Source: an optimization exercise on an open RTL-to-GDS flow (aim: small area). Production flows keep margins and buffers that such runs may drop.
The RTL was checked by simulation tests, not by an equivalence proof against the original design.
The flow treats the clock pin as an ideal source, which a real chip does not have.
Power figures rest on the tool's default switching activity, not on a simulated workload.

oak:
// copycat_core
module copycat_core (
    input  wire       clk,
    input  wire       rst,         
    input  wire [2:0] in_raw,      
    output reg        out_sig,
    output reg        out_stat,
    output wire [7:0] nvm_addr,
    output wire [7:0] nvm_wdata,
    input  wire [7:0] nvm_rdata,
    output wire       nvm_rd,
    output wire       nvm_wr,
    input  wire       nvm_ready,
    output wire       wdt_kick
);
Size: roughly 250 cells after synthesis, ~35 I/O pins, about 2300 µm² of cells after synthesis.
==> module copycat_core, before the edit <==
module copycat_core (
    input  wire       clk,
    input  wire       rst,         
    input  wire [2:0] in_raw,      
    output reg        out_sig,
    output reg        out_stat,
    output wire [7:0] nvm_addr,
    output wire [7:0] nvm_wdata,
    input  wire [7:0] nvm_rdata,
    output wire       nvm_rd,
    output wire       nvm_wr,
    input  wire       nvm_ready,
    output wire       wdt_kick
);
    localparam [4:0] CTL_TICK       = 5'h0;
    localparam [4:0] CTL_TRIG       = 5'h1;
    localparam [4:0] REC_ARM        = 5'hd;
    localparam [4:0] REC_WAIT_REL   = 5'h3;
    localparam [4:0] REC_WAIT_PRESS = 5'h4;
    localparam [4:0] REC_SYNC       = 5'ha;
    localparam [4:0] REC_CHECK      = 5'h8;
    localparam [4:0] REC_WRITE      = 5'h6;
    localparam [4:0] REC_FINAL      = 5'hb;
    localparam [4:0] REC_DONE       = 5'h7;
    localparam [4:0] PB_CLEAR       = 5'hc;
    localparam [4:0] PB_LEN         = 5'h9;
    localparam [4:0] PB_SYNC        = 5'h2;
    localparam [4:0] PB_LOAD        = 5'hf;
    localparam [4:0] PB_DONE        = 5'he;
    localparam [4:0] REC_BIT0       = 5'h10;
    localparam [4:0] PB_BIT0        = 5'h18;
    reg [3:0] tick_cnt;
    reg [2:0] prev_raw;
    reg [2:0] deb;
    reg       tick_flag;
    reg [4:0] s;
    reg [9:0] hold;
    reg [3:0] led;
    reg [7:0] shreg;
    reg [7:0] len;
    reg [7:0] idx;
    wire d_prog = deb[0];
    wire d_act  = deb[1];
    wire d_trig = deb[2];
    wire bitst   = s[4];
    wire pb_bit  = s[4] & s[3];
    wire last_bit = s[2:0] == 3'd7;
    assign nvm_rd   = (s == PB_LEN) || (s == PB_LOAD);
    assign nvm_wr   = (s == REC_WRITE) || (s == REC_FINAL);
    assign wdt_kick = (s == CTL_TICK) || (s == REC_WAIT_REL) ||
                      (s == REC_WAIT_PRESS) || bitst;
    assign nvm_addr  = idx;
    assign nvm_wdata = shreg;
    wire rec_more = d_prog && !(&idx);
    wire idx_clr  = (s == CTL_TICK) || (s == CTL_TRIG) ||
                    ((s == REC_CHECK) && !rec_more);
    wire idx_inc  = (s == PB_SYNC) || ((s == REC_CHECK) && rec_more) ||
                    (pb_bit && tick_flag && last_bit && (idx != len));
    wire hold_last = (hold == 10'b1010110010);
    wire tick = &tick_cnt;
    wire restart_tick = (s == REC_SYNC) || (s == PB_SYNC);
    always @(posedge clk) begin
        if (rst) begin
            tick_cnt <= 4'd0;
            prev_raw <= 3'b111;
            deb      <= 3'b000;
        end else begin
            tick_cnt <= restart_tick ? 4'd0 : tick_cnt + 4'd1;
            if (tick) begin
                deb      <= ~(in_raw | prev_raw);
                prev_raw <= in_raw;
            end
        end
    end
    wire consume = tick_flag && ((s == CTL_TICK) || bitst);
    always @(posedge clk) begin
        if (rst)
            tick_flag <= 1'b0;
        else if (tick)
            tick_flag <= 1'b1;
        else if (consume)
            tick_flag <= 1'b0;
    end
    always @(posedge clk) begin
        if (rst) begin
            s        <= CTL_TICK;
        end else begin
            if (bitst) begin
                if (tick_flag) begin
                    s <= s + 5'd1;
                    if (last_bit) begin
                        if (!pb_bit)
                            s <= REC_WRITE;
                        else if (idx == len)
                            s <= PB_DONE;
                        else
                            s   <= PB_LOAD;
                    end
                end
            end else
            case (s)
                CTL_TICK: begin
                    s <= CTL_TRIG;
                    if (tick_flag) begin
                        if (d_prog && hold_last)
                            s <= REC_ARM;
                    end
                end
                CTL_TRIG: s <= (d_act || d_trig) ? PB_CLEAR : CTL_TICK;
                REC_ARM: begin
                    s        <= REC_WAIT_REL;
                end
                REC_WAIT_REL:   if (!d_prog) s <= REC_WAIT_PRESS;
                REC_WAIT_PRESS: if (d_prog)  s <= REC_SYNC;
                REC_SYNC: s <= REC_CHECK;
                REC_CHECK: begin
                    if (rec_more)
                        s     <= REC_BIT0;
                    else begin
                        s     <= REC_FINAL;
                    end
                end
                REC_WRITE: if (nvm_ready) s <= REC_CHECK;
                REC_FINAL: if (nvm_ready) s <= REC_DONE;
                REC_DONE: begin
                    s        <= CTL_TRIG;
                end
                PB_CLEAR: begin
                    s        <= PB_LEN;
                end
                PB_LEN: begin
                    len <= nvm_rdata;
                    if (nvm_ready)
                        s <= (nvm_rdata == 8'd0) ? CTL_TICK : PB_SYNC;
                end
                PB_SYNC: s <= PB_LOAD;
                PB_LOAD: begin
                    if (nvm_ready)
                        s <= PB_BIT0;
                end
                PB_DONE: begin
                    s        <= CTL_TICK;
                end
                default: s <= CTL_TICK;
            endcase
        end
    end
    always @(posedge clk)
        idx <= (idx + {7'd0, idx_inc}) & {8{~idx_clr}};
    wire hold_en = (s == CTL_TICK) && tick_flag;
    always @(posedge clk)
        hold <= ({10{hold_en && d_prog && !hold_last}} & {hold[8:0], ~(hold[9] ^ hold[6])}) |
                ({10{!hold_en}} & hold);
    wire sh_shift = bitst && tick_flag;
    wire sh_rd    = (s == PB_LOAD);
    wire sh_cnt   = (s == REC_CHECK) && !rec_more;
    always @(posedge clk)
        shreg <= ({8{sh_shift}} & {shreg[6:0], d_act & ~pb_bit}) |
                 ({8{sh_rd}} & nvm_rdata) | ({8{sh_cnt}} & idx) |
                 ({8{!(sh_shift || sh_rd || sh_cnt)}} & shreg);
    wire led_en = (s == CTL_TICK) && tick_flag;
    wire [3:0] led_next = {led[2:0], ~((~led[3] & led[1] & ~led[0]) | (led[3] & ~led[1] & ~led[0]) | (led[3] & led[1] & led[0]))};
    always @(posedge clk)
        led <= {4{!rst}} & (({4{led_en}} & led_next) | ({4{!led_en}} & led));
    wire o_bit = bitst && tick_flag;
    wire o_val = pb_bit ? shreg[7] : d_act;
    wire o_arm = (s == REC_ARM);
    wire o_clr = (s == REC_DONE) || (s == PB_CLEAR) || (s == PB_DONE);
    wire o_tog = (s == CTL_TICK) && tick_flag && led[3] && !led[2] && !led[1];
    wire o_keep = !o_bit && !o_arm && !o_clr;
    always @(posedge clk) begin
        out_sig  <= !rst && ((o_bit && o_val) || (o_keep && out_sig));
        out_stat <= !rst && ((o_bit && o_val) || o_arm || (o_keep && (out_stat ^ o_tog)));
    end
endmodule
clock: 10.0 ns
lec_check: 0
cap_margin: 0
core_margin: 2
core_utilization: 70
place_density: 0.85
slew_margin: 0
standard.sh (not shown) runs the stock make flow with config.mk's settings and CLKGATE_MAP_FILE= SYNTH_SCRIPT=/design/flow/synth_recipe.tcl, a recipe that flattens the netlist after the stock synthesis.
==> flow/flow/run.sh <==
#!/bin/bash
# Own layout flow:
#  1. the standard synthesis, then its combinational logic restructured
#     (ABC &deepsyn, best of 8 seeds) and re-mapped for area by ABC
#     (registers untouched, names kept);
#  2. the standard floorplan and placement, with the smallest buffer cell
#     on the ports;
#  3. a clock tree of CTS_K buffers driven by the clock port (flow/cts.tcl);
#  4. the standard flow from there (routing, finishing).
set -euo pipefail
R=orfs/results/${FLOW_PLATFORM}/copycat_core/base
LIB=${FLOW_HOME}/platforms/${FLOW_PLATFORM}/lib/sky130_fd_sc_hd__tt_025C_1v80.lib
YOSYS=${FLOW_HOME}/../tools/install/yosys/bin/yosys
[[ -x $YOSYS ]] || YOSYS=yosys
OPENROAD=${FLOW_HOME}/../tools/install/OpenROAD/bin/openroad
[[ -x $OPENROAD ]] || OPENROAD=openroad
source flow/cts_params.sh

bash standard.sh synth > 1_standard_synth.log 2>&1
cp $R/1_2_yosys.v standard_netlist.v
# ABC's &deepsyn is run from 8 random seeds, 4 at a time; each result must
# pass a SAT proof against the standard netlist; the smallest is kept.
python3 flow/cutff.py standard_netlist.v cut_standard.v
export LIB YOSYS
printf '%s\n' 1 2 3 4 5 6 7 8 | xargs -P 4 -I{} bash flow/resynth_one.sh {} || true
best=
barea=
for S in 1 2 3 4 5 6 7 8; do
  a=$(grep -i "chip area" 2_resynth_${S}.log 2>/dev/null | tail -1 | awk '{print $NF}')
  ok=no; [[ -f resynth_${S}.ok ]] && ok=yes
  echo "seed $S area $a proven $ok" >> 2_resynth_choice.log
  if [[ $ok == yes && -n "$a" ]]; then
    if [[ -z "$best" ]] || awk -v x="$a" -v y="$barea" 'BEGIN{exit !(x < y)}'; then
      best=$S; barea=$a
    fi
  fi
done
if [[ -z "$best" ]]; then
  echo "no re-mapped netlist was proven; keeping the standard netlist" >> 2_resynth_choice.log
  cp standard_netlist.v resynth_netlist_0.v
  best=0
fi
echo "kept seed $best (area $barea)" >> 2_resynth_choice.log
cp resynth_netlist_${best}.v resynth_netlist.v
cp resynth_netlist.v $R/1_2_yosys.v
touch $R/1_2_yosys.v

export BUFFER_PORTS_ARGS="-buffer_cell sky130_fd_sc_hd__buf_1"
bash standard.sh place > 3_standard_place.log 2>&1

PLATFORM_DIR=${FLOW_HOME}/platforms/${FLOW_PLATFORM} RESULTS_DIR=$R \
CLOCK_PORT=clk CTS_K=$CTS_K CTS_BUF=$CTS_BUF \
  $OPENROAD -no_init -exit flow/cts.tcl > 4_own_cts.log 2>&1
touch $R/4_1_cts.odb

bash standard.sh > 5_standard_finish.log 2>&1
if [[ -f orfs/logs/${FLOW_PLATFORM}/copycat_core/base/4_1_cts.log ]]; then
  echo "standard CTS ran over the own clock tree" >&2
  exit 1
fi
Other scripts of this flow, unchanged in this note and not shown: flow/flow/cts.tcl, flow/flow/cts_params.sh, flow/flow/cutff.py, flow/flow/equiv.ys, flow/flow/resynth.abc, flow/flow/resynth.ys, flow/flow/resynth_one.sh
Both conditions hold for oak: the flow ran to the end and the final layout passed the timing, design-rule and antenna checks.
Inputs modified between oak and pine:
--- a/flow/design.v
+++ b/flow/design.v
@@ -49,14 +49,15 @@
     assign nvm_wr   = (s == REC_WRITE) || (s == REC_FINAL);
     assign wdt_kick = (s == CTL_TICK) || (s == REC_WAIT_REL) ||
                       (s == REC_WAIT_PRESS) || bitst;
     assign nvm_addr  = idx;
     assign nvm_wdata = shreg;
     wire rec_more = d_prog && !(&idx);
-    wire idx_clr  = (s == CTL_TICK) || (s == CTL_TRIG) ||
-                    ((s == REC_CHECK) && !rec_more);
+    wire idx_keep = bitst || ((s == REC_CHECK) && rec_more) || (s == REC_WRITE) ||
+                    (s == PB_SYNC) || (s == PB_LOAD);
+    wire idx_clr  = !idx_keep;
     wire idx_inc  = (s == PB_SYNC) || ((s == REC_CHECK) && rec_more) ||
                     (pb_bit && tick_flag && last_bit && (idx != len));
     wire hold_last = (hold == 10'b1010110010);
     wire tick = &tick_cnt;
     wire restart_tick = (s == REC_SYNC) || (s == PB_SYNC);
     always @(posedge clk) begin
@@ -152,13 +153,13 @@
         hold <= ({10{hold_en && d_prog && !hold_last}} & {hold[8:0], ~(hold[9] ^ hold[6])}) |
                 ({10{!hold_en}} & hold);
     wire sh_shift = bitst && tick_flag;
     wire sh_rd    = (s == PB_LOAD);
     wire sh_cnt   = (s == REC_CHECK) && !rec_more;
     always @(posedge clk)
-        shreg <= ({8{sh_shift}} & {shreg[6:0], d_act & ~pb_bit}) |
+        shreg <= ({8{sh_shift}} & {shreg[6:0], d_act}) |
                  ({8{sh_rd}} & nvm_rdata) | ({8{sh_cnt}} & idx) |
                  ({8{!(sh_shift || sh_rd || sh_cnt)}} & shreg);
     wire led_en = (s == CTL_TICK) && tick_flag;
     wire [3:0] led_next = {led[2:0], ~((~led[3] & led[1] & ~led[0]) | (led[3] & ~led[1] & ~led[0]) | (led[3] & led[1] & led[0]))};
     always @(posedge clk)
         led <= {4{!rst}} & (({4{led_en}} & led_next) | ({4{!led_en}} & led));
==> comparison <==
Comparing pine and oak, the lower cell leakage power is on pine. There was hardly any difference in clock transition at the registers of the reported paths between oak and pine. Lower wire length on met2 was reported by pine, not oak. There was hardly any difference in die width between oak and pine. Between oak and pine, the die boundary height figures differ only marginally. The sequential fraction of design power of pine is higher than that of oak. Cmp pine vs oak: path length in cells of the critical path higher in pine. Compared with oak, pine shows a synthesized area that is about 0.5% lower. Setup slack: pine less than oak. Final-report max-slew violation count: pine vs oak identical. Compared with oak, pine shows a lower final design area excluding fillers.

* * *

copycat_core, a different RTL version from the one above (not shown whole).
Size in the first run: ~2400 um2 of cells after synthesis.
==> module copycat_core, before the edit <==
module copycat_core (
    input  wire       clk,
    input  wire       rst,         
    input  wire [2:0] in_raw,      
    output reg        out_sig,
    output reg        out_stat,
    output wire [7:0] nvm_addr,
    output wire [7:0] nvm_wdata,
    input  wire [7:0] nvm_rdata,
    output wire       nvm_rd,
    output wire       nvm_wr,
    input  wire       nvm_ready,
    output wire       wdt_kick
);
    localparam [4:0] CTL_TICK       = 5'h0;
    localparam [4:0] CTL_TRIG       = 5'h1;
    localparam [4:0] REC_ARM        = 5'hd;
    localparam [4:0] REC_WAIT_REL   = 5'h3;
    localparam [4:0] REC_WAIT_PRESS = 5'h4;
    localparam [4:0] REC_SYNC       = 5'ha;
    localparam [4:0] REC_CHECK      = 5'h8;
    localparam [4:0] REC_WRITE      = 5'h6;
    localparam [4:0] REC_FINAL      = 5'hb;
    localparam [4:0] REC_DONE       = 5'h7;
    localparam [4:0] PB_CLEAR       = 5'hc;
    localparam [4:0] PB_LEN         = 5'h9;
    localparam [4:0] PB_SYNC        = 5'h2;
    localparam [4:0] PB_LOAD        = 5'hf;
    localparam [4:0] PB_DONE        = 5'he;
    localparam [4:0] REC_BIT0       = 5'h10;
    localparam [4:0] PB_BIT0        = 5'h18;
    reg [3:0] tick_cnt;
    reg [2:0] prev_raw;
    reg [2:0] deb;
    reg       tick_flag;
    reg [4:0] s;
    reg [9:0] hold;
    reg [3:0] led;
    reg [7:0] shreg;
    reg [7:0] len;
    reg [7:0] idx;
    wire d_prog = deb[0];
    wire d_act  = deb[1];
    wire d_trig = deb[2];
    wire bitst   = s[4];
    wire pb_bit  = s[4] & s[3];
    wire last_bit = s[2:0] == 3'd7;
    assign nvm_rd   = (s == PB_LEN) || (s == PB_LOAD);
    assign nvm_wr   = (s == REC_WRITE) || (s == REC_FINAL);
    assign wdt_kick = (s == CTL_TICK) || (s == REC_WAIT_REL) ||
                      (s == REC_WAIT_PRESS) || bitst;
    assign nvm_addr  = idx;
    assign nvm_wdata = shreg;
    wire rec_more = d_prog && !(&idx);
    wire idx_clr  = (s == CTL_TICK) || (s == CTL_TRIG) ||
                    ((s == REC_CHECK) && !rec_more);
    wire idx_inc  = (s == PB_SYNC) || ((s == REC_CHECK) && rec_more) ||
                    (pb_bit && tick_flag && last_bit && (idx != len));
    wire hold_last = (hold == 10'b1010110010);
    wire tick = &tick_cnt;
    wire restart_tick = (s == REC_SYNC) || (s == PB_SYNC);
    always @(posedge clk) begin
        if (rst) begin
            tick_cnt <= 4'd0;
            prev_raw <= 3'b111;
            deb      <= 3'b000;
        end else begin
            tick_cnt <= restart_tick ? 4'd0 : tick_cnt + 4'd1;
            if (tick) begin
                deb      <= ~(in_raw | prev_raw);
                prev_raw <= in_raw;
            end
        end
    end
    wire consume = tick_flag && ((s == CTL_TICK) || bitst);
    always @(posedge clk) begin
        if (rst)
            tick_flag <= 1'b0;
        else if (tick)
            tick_flag <= 1'b1;
        else if (consume)
            tick_flag <= 1'b0;
    end
    always @(posedge clk) begin
        if (rst) begin
            s        <= CTL_TICK;
            led      <= 4'd0;
            out_sig  <= 1'b0;
            out_stat <= 1'b0;
        end else begin
            if (bitst) begin
                if (tick_flag) begin
                    out_sig  <= pb_bit ? shreg[7] : d_act;
                    out_stat <= pb_bit ? shreg[7] : d_act;
                    s <= s + 5'd1;
                    if (last_bit) begin
                        if (!pb_bit)
                            s <= REC_WRITE;
                        else if (idx == len)
                            s <= PB_DONE;
                        else
                            s   <= PB_LOAD;
                    end
                end
            end else
            case (s)
                CTL_TICK: begin
                    s <= CTL_TRIG;
                    if (tick_flag) begin
                        if (led[3] && !led[2] && !led[1])
                            out_stat <= ~out_stat;
                        led <= {led[2:0], ~((~led[3] & led[1] & ~led[0]) | (led[3] & ~led[1] & ~led[0]) | (led[3] & led[1] & led[0]))};
                        if (d_prog && hold_last)
                            s <= REC_ARM;
                    end
                end
                CTL_TRIG: s <= (d_act || d_trig) ? PB_CLEAR : CTL_TICK;
                REC_ARM: begin
                    out_sig  <= 1'b0;
                    out_stat <= 1'b1;
                    s        <= REC_WAIT_REL;
                end
                REC_WAIT_REL:   if (!d_prog) s <= REC_WAIT_PRESS;
                REC_WAIT_PRESS: if (d_prog)  s <= REC_SYNC;
                REC_SYNC: s <= REC_CHECK;
                REC_CHECK: begin
                    if (rec_more)
                        s     <= REC_BIT0;
                    else begin
                        s     <= REC_FINAL;
                    end
                end
                REC_WRITE: if (nvm_ready) s <= REC_CHECK;
                REC_FINAL: if (nvm_ready) s <= REC_DONE;
                REC_DONE: begin
                    out_sig  <= 1'b0;
                    out_stat <= 1'b0;
                    s        <= CTL_TRIG;
                end
                PB_CLEAR: begin
                    out_sig  <= 1'b0;
                    out_stat <= 1'b0;
                    s        <= PB_LEN;
                end
                PB_LEN: begin
                    len <= nvm_rdata;
                    if (nvm_ready)
                        s <= (nvm_rdata == 8'd0) ? CTL_TICK : PB_SYNC;
                end
                PB_SYNC: s <= PB_LOAD;
                PB_LOAD: begin
                    if (nvm_ready)
                        s <= PB_BIT0;
                end
                PB_DONE: begin
                    out_sig  <= 1'b0;
                    out_stat <= 1'b0;
                    s        <= CTL_TICK;
                end
                default: s <= CTL_TICK;
            endcase
        end
    end
    always @(posedge clk)
        idx <= (idx + {7'd0, idx_inc}) & {8{~idx_clr}};
    wire hold_en = (s == CTL_TICK) && tick_flag;
    always @(posedge clk)
        hold <= ({10{hold_en && d_prog && !hold_last}} & {hold[8:0], ~(hold[9] ^ hold[6])}) |
                ({10{!hold_en}} & hold);
    wire sh_shift = bitst && tick_flag;
    wire sh_rd    = (s == PB_LOAD);
    wire sh_cnt   = (s == REC_CHECK) && !rec_more;
    always @(posedge clk)
        shreg <= ({8{sh_shift}} & {shreg[6:0], d_act & ~pb_bit}) |
                 ({8{sh_rd}} & nvm_rdata) | ({8{sh_cnt}} & idx) |
                 ({8{!(sh_shift || sh_rd || sh_cnt)}} & shreg);
endmodule
export LEC_CHECK = 0
export CAP_MARGIN = 0
export CORE_MARGIN = 2
export CORE_UTILIZATION = 70
export PLACE_DENSITY = 0.85
export SLEW_MARGIN = 0
create_clock -name core_clock -period 10.0 [get_ports {clk}]
==> flow/flow/run.sh <==
#!/bin/bash
# Own layout flow:
#  1. the standard synthesis, then its combinational logic re-mapped for
#     area by ABC (registers untouched, names kept);
#  2. the standard floorplan and placement, with the smallest buffer cell
#     on the ports;
#  3. a clock tree of CTS_K buffers driven by the clock port (flow/cts.tcl);
#  4. the standard flow from there (routing, finishing).
set -euo pipefail
R=orfs/results/${FLOW_PLATFORM}/copycat_core/base
LIB=${FLOW_HOME}/platforms/${FLOW_PLATFORM}/lib/sky130_fd_sc_hd__tt_025C_1v80.lib
YOSYS=${FLOW_HOME}/../tools/install/yosys/bin/yosys
[[ -x $YOSYS ]] || YOSYS=yosys
OPENROAD=${FLOW_HOME}/../tools/install/OpenROAD/bin/openroad
[[ -x $OPENROAD ]] || OPENROAD=openroad
source flow/cts_params.sh

bash standard.sh synth > 1_standard_synth.log 2>&1
cp $R/1_2_yosys.v standard_netlist.v
sed -e "s#LIBFILE#${LIB}#g" -e "s#TOPNAME#${FLOW_TOP}#g" flow/resynth.ys > resynth_run.ys
$YOSYS -s resynth_run.ys > 2_resynth.log 2>&1
cp resynth_netlist.v $R/1_2_yosys.v
touch $R/1_2_yosys.v

export BUFFER_PORTS_ARGS="-buffer_cell sky130_fd_sc_hd__buf_1"
bash standard.sh place > 3_standard_place.log 2>&1

PLATFORM_DIR=${FLOW_HOME}/platforms/${FLOW_PLATFORM} RESULTS_DIR=$R \
CLOCK_PORT=clk CTS_K=$CTS_K CTS_BUF=$CTS_BUF \
  $OPENROAD -no_init -exit flow/cts.tcl > 4_own_cts.log 2>&1
touch $R/4_1_cts.odb

bash standard.sh > 5_standard_finish.log 2>&1
if [[ -f orfs/logs/${FLOW_PLATFORM}/copycat_core/base/4_1_cts.log ]]; then
  echo "standard CTS ran over the own clock tree" >&2
  exit 1
fi
Other scripts of this flow, unchanged in this note and not shown: flow/flow/cts.tcl, flow/flow/cts_params.sh, flow/flow/resynth.abc, flow/flow/resynth.ys
The first run finished clean.
Change:
--- a/flow/design.v
+++ b/flow/design.v
@@ -53,13 +53,12 @@
     assign nvm_wdata = shreg;
     wire rec_more = d_prog && !(&idx);
     wire idx_clr  = (s == CTL_TICK) || (s == CTL_TRIG) ||
                     ((s == REC_CHECK) && !rec_more);
     wire idx_inc  = (s == PB_SYNC) || ((s == REC_CHECK) && rec_more) ||
                     (pb_bit && tick_flag && last_bit && (idx != len));
-    wire hold_last = (hold == 10'b1010110010);
     wire tick = &tick_cnt;
     wire restart_tick = (s == REC_SYNC) || (s == PB_SYNC);
     always @(posedge clk) begin
         if (rst) begin
             tick_cnt <= 4'd0;
             prev_raw <= 3'b111;
@@ -81,20 +80,22 @@
         else if (consume)
             tick_flag <= 1'b0;
     end
     always @(posedge clk) begin
         if (rst) begin
             s        <= CTL_TICK;
+            hold     <= 10'd0;
             led      <= 4'd0;
             out_sig  <= 1'b0;
             out_stat <= 1'b0;
         end else begin
             if (bitst) begin
                 if (tick_flag) begin
                     out_sig  <= pb_bit ? shreg[7] : d_act;
                     out_stat <= pb_bit ? shreg[7] : d_act;
+                    shreg    <= {shreg[6:0], d_act & ~pb_bit};
                     s <= s + 5'd1;
                     if (last_bit) begin
                         if (!pb_bit)
                             s <= REC_WRITE;
                         else if (idx == len)
                             s <= PB_DONE;
@@ -107,14 +108,20 @@
                 CTL_TICK: begin
                     s <= CTL_TRIG;
                     if (tick_flag) begin
                         if (led[3] && !led[2] && !led[1])
                             out_stat <= ~out_stat;
                         led <= {led[2:0], ~((~led[3] & led[1] & ~led[0]) | (led[3] & ~led[1] & ~led[0]) | (led[3] & led[1] & led[0]))};
-                        if (d_prog && hold_last)
-                            s <= REC_ARM;
+                        if (d_prog) begin
+                            if (hold == 10'b1010110010) begin
+                                hold <= 10'd0;
+                                s    <= REC_ARM;
+                            end else
+                                hold <= {hold[8:0], ~(hold[9] ^ hold[6])};
+                        end else
+                            hold <= 10'd0;
                     end
                 end
                 CTL_TRIG: s <= (d_act || d_trig) ? PB_CLEAR : CTL_TICK;
                 REC_ARM: begin
                     out_sig  <= 1'b0;
                     out_stat <= 1'b1;
@@ -124,12 +131,13 @@
                 REC_WAIT_PRESS: if (d_prog)  s <= REC_SYNC;
                 REC_SYNC: s <= REC_CHECK;
                 REC_CHECK: begin
                     if (rec_more)
                         s     <= REC_BIT0;
                     else begin
+                        shreg <= idx;
                         s     <= REC_FINAL;
                     end
                 end
                 REC_WRITE: if (nvm_ready) s <= REC_CHECK;
                 REC_FINAL: if (nvm_ready) s <= REC_DONE;
                 REC_DONE: begin
@@ -139,39 +147,27 @@
                 end
                 PB_CLEAR: begin
                     out_sig  <= 1'b0;
                     out_stat <= 1'b0;
                     s        <= PB_LEN;
                 end
-                PB_LEN: begin
+                PB_LEN: if (nvm_ready) begin
                     len <= nvm_rdata;
-                    if (nvm_ready)
-                        s <= (nvm_rdata == 8'd0) ? CTL_TICK : PB_SYNC;
+                    s   <= (nvm_rdata == 8'd0) ? CTL_TICK : PB_SYNC;
                 end
                 PB_SYNC: s <= PB_LOAD;
-                PB_LOAD: begin
-                    if (nvm_ready)
-                        s <= PB_BIT0;
+                PB_LOAD: if (nvm_ready) begin
+                    shreg <= nvm_rdata;
+                    s     <= PB_BIT0;
                 end
                 PB_DONE: begin
                     out_sig  <= 1'b0;
                     out_stat <= 1'b0;
                     s        <= CTL_TICK;
                 end
                 default: s <= CTL_TICK;
             endcase
         end
     end
     always @(posedge clk)
         idx <= (idx + {7'd0, idx_inc}) & {8{~idx_clr}};
-    wire hold_en = (s == CTL_TICK) && tick_flag;
-    always @(posedge clk)
-        hold <= ({10{hold_en && d_prog && !hold_last}} & {hold[8:0], ~(hold[9] ^ hold[6])}) |
-                ({10{!hold_en}} & hold);
-    wire sh_shift = bitst && tick_flag;
-    wire sh_rd    = (s == PB_LOAD);
-    wire sh_cnt   = (s == REC_CHECK) && !rec_more;
-    always @(posedge clk)
-        shreg <= ({8{sh_shift}} & {shreg[6:0], d_act & ~pb_bit}) |
-                 ({8{sh_rd}} & nvm_rdata) | ({8{sh_cnt}} & idx) |
-                 ({8{!(sh_shift || sh_rd || sh_cnt)}} & shreg);
 endmodule
What happened:
- The changed run ran to the end with no violations
- routed wire length grows by 0.62%
- worst setup slack gets worse by 0.0091 ns
- fmax hardly moves
- sequential cell count is unchanged
- first-iteration DRC count grows by 22%
- cell area grows by 3.2%
- final cell count is higher by 2.0%
- total power came out lower by 5.6%
- clock-buffer cell count is unchanged
- hold slack gets better by 0.0047 ns
- via count went up by 2.1%
- clock power rose by about 2%
- synthesized area rises by 3.9%
- utilization grows by 0.65 points

==> afterwards: timing with drivers on the ports <==
Ports are ideal in the flow. The routed layouts listed here were re-timed in OpenROAD. Step 1 assumes that a clkbuf_16 drives the clock port and a buf_2 every other input. Step 2, shift: input delay + t, output delay - t, t = (earliest + latest rising clock arrival at the registers) / 2. This alone moves slack from input paths to output paths. Three values: ideal ports, drivers, drivers and shift; two values: the first two.
run	t (ns)	setup slack, ns	clock arrival spread, ns	cell pins on the clock port's net
oak	0.204	6.254 / 6.210 / 6.414	0.005 / 0.005	3
pine	0.206	6.202 / 6.159 / 6.365	0.009 / 0.010	3
the first run of note 2	0.203	6.249 / 6.204 / 6.407	0.010 / 0.010	3
the second run of note 2	0.206	6.240 / 6.194 / 6.133	0.013 / 0.013	3
After both steps every run listed still meets setup and hold. For the second run of note 2, which loses most, drivers alone change the setup slack by -0.046 ns; drivers and shift together by -0.107 ns.
